This is an optimization exercise on Yosys and OpenROAD, whose aim is small area, a short achievable clock period and few clock cycles, not a production implementation. Only simulation tests tie the RTL to the original design; equivalence was not proved.

==> build 19 <==
Design biquad_bank, start of the top module:
module biquad_bank (
    input  wire        clk,
    input  wire        rst,
    input  wire        cmd_valid,
    output wire        cmd_ready,
    input  wire [1:0]  cmd_op,       
    input  wire [7:0]  cmd_motor,
    input  wire [7:0]  cmd_sel,
    input  wire [31:0] cmd_x,
    input  wire [31:0] cmd_b0,
    input  wire [31:0] cmd_b1,
    input  wire [31:0] cmd_b2,
    input  wire [31:0] cmd_a1,
    input  wire [31:0] cmd_a2,
    output reg         rsp_valid,
    output reg         rsp_ok,
    output reg  [31:0] rsp_data
);
    localparam OP_INIT  = 2'd0;
    localparam OP_APPLY = 2'd1;
    localparam OP_READ  = 2'd2;
    localparam OP_ERR   = 2'd3;
    reg [31:0] f_b0 [0:3];            
    reg [31:0] f_b1 [0:3];
    reg [31:0] f_b2 [0:3];
    reg [31:0] f_a1 [0:3];
    reg [31:0] f_a2 [0:3];
    reg [1:0]  ph;                    
    reg [31:0] f_s1 [0:3];
    reg [31:0] f_s2 [0:3];
    reg [31:0] f_in [0:3];
    reg [31:0] f_out[0:3];
    reg [3:0]  f_ready;
    reg        cmd_error;
    reg        rdy;
    reg        r1_v;
    reg [1:0]  r1_op;
    reg [1:0]  r1_m;
    reg        r1_mok;
    reg [3:0]  r1_sel;
    reg        r1_selok;
    reg [31:0] r1_x;                  
    reg [31:0] r1_b1, r1_b2, r1_a1, r1_a2;
    reg [1:0]  r1_pos;                
    assign cmd_ready = rdy;
    reg [8:2] p_v, p_ap;
    reg [4:2] p_ok, p_rd, p_er;
    reg [1:0] p_m   [2:8];
    reg [3:0] p_sel [2:4];
    wire r1_apply = (r1_op == OP_APPLY) & r1_mok;
    wire haz_a = r1_apply & ((p_ap[2] & (p_m[2] == r1_m)) | (p_ap[3] & (p_m[3] == r1_m)) |
                             (p_ap[4] & (p_m[4] == r1_m)) | (p_ap[5] & (p_m[5] == r1_m)));
    wire r1_rds = (r1_op == OP_READ) & r1_mok & (r1_sel[3:1] == 3'd1);    
    wire haz_r = r1_rds & ((p_ap[2] & (p_m[2] == r1_m)) | (p_ap[3] & (p_m[3] == r1_m)) |
                           (p_ap[4] & (p_m[4] == r1_m)) | (p_ap[5] & (p_m[5] == r1_m)));
    wire haz_i = (r1_op == OP_INIT) & ((|p_v) | (r1_mok & (r1_pos != 2'd3)));
  ...
export LEC_CHECK = 0
export ABC_AREA = 1
export CAP_MARGIN = 20
export CORE_MARGIN = 2
export CORE_UTILIZATION = 40
export CTS_BUF_LIST = sky130_fd_sc_hd__clkbuf_8
export CTS_CLUSTER_SIZE = 24
export PLACE_DENSITY = 0.5
export SLEW_MARGIN = 20
create_clock -name core_clock -period 24.0 [get_ports {clk}]
standard.sh (not shown) runs the stock make flow with config.mk's settings and CLKGATE_MAP_FILE= SYNTH_SCRIPT=/design/flow/synth_recipe.tcl, a recipe that flattens the netlist after the stock synthesis.
==> flow/flow/run.sh <==
#!/bin/bash
# Layout with the standard flow (standard.sh: standard synthesis, floorplan,
# placement, CTS, routing, at the design's clock and constraints), asking the
# resizer's timing repair for extra setup slack so that it also shortens paths
# that already meet the 24 ns clock. All make output goes to flow_make.log;
# ORFS keeps each step's own log under orfs/logs/.
set -euo pipefail
bash standard.sh SETUP_SLACK_MARGIN=15 finish > flow_make.log 2>&1
==> trial 38 (differences from build 19) <==
- CORE_UTILIZATION: 40 -> 46
- CTS_BUF_LIST: sky130_fd_sc_hd__clkbuf_8 -> default
- CTS_CLUSTER_SIZE: 24 -> default
- PLACE_DENSITY: 0.5 -> 0.56
==> run summary <==
| quantity | build 19 | trial 38 |
|---|---|---|
| Outcome | timing/DRC/antenna clean | timing/DRC/antenna clean |
| Sequential fraction of total cell area | 21.8% | 21.9% |
| Fraction of met2 tracks used by global routing | 53.0% | 56.6% |
| Non-filler instance count after layout | 35,100 | 33,900 |
| Core ar. | 512,000 um^2 | 445,000 um^2 |
| Finished layout cell area | 235,000 um^2 | 233,000 um^2 |
| Cts repair resizes | 577 | 505 |
| Largest net degree at the start of global routing | 110 | 104 |
| M1 WL | 394,000 um | 370,000 um |
| Total wire length | 952,000 um | 918,000 um |
| Total area of sequential cells | 51,200 um^2 | 51,200 um^2 |
| Worst Hold End | x3[30] | x3[26] |
| Clock buffers created by TritonCTS | 393 | 264 |
| Clock period minus final worst setup slack | 8860 ps | 8800 ps |
Testbench counts of build 19, summed over its fixed seeds: cycles 6,032.
Testbench counts of trial 38, summed over its fixed seeds: cycles 6,032.

## afterwards: timing with drivers on the ports
Ports are ideal in the flow. The routed layouts listed here were re-timed in OpenROAD. Step 1 (the two cells are an assumption about what drives the block):
set clk [get_ports {clk}]
set_driving_cell -lib_cell sky130_fd_sc_hd__clkbuf_16 $clk
set_driving_cell -lib_cell sky130_fd_sc_hd__buf_2 [delete_from_list [all_inputs] $clk]
Step 2 times the ports against the registers' clock, not the clock port: input delays grow and output delays shrink by t, the midpoint of the rising clock arrivals with the driver on. a / b / c = no drivers / after step 1 / after step 2; a / b = the first two.
run | shift t [ns] | setup WS [ns] | worst data-port slew with drivers (ns)
build 19 | 1.325 | 15.136 / 15.136 / 15.136 | 0.17
trial 38 | 1.073 | 15.198 / 15.198 / 15.198 | 0.15
After both steps setup and hold are still met in every run listed.
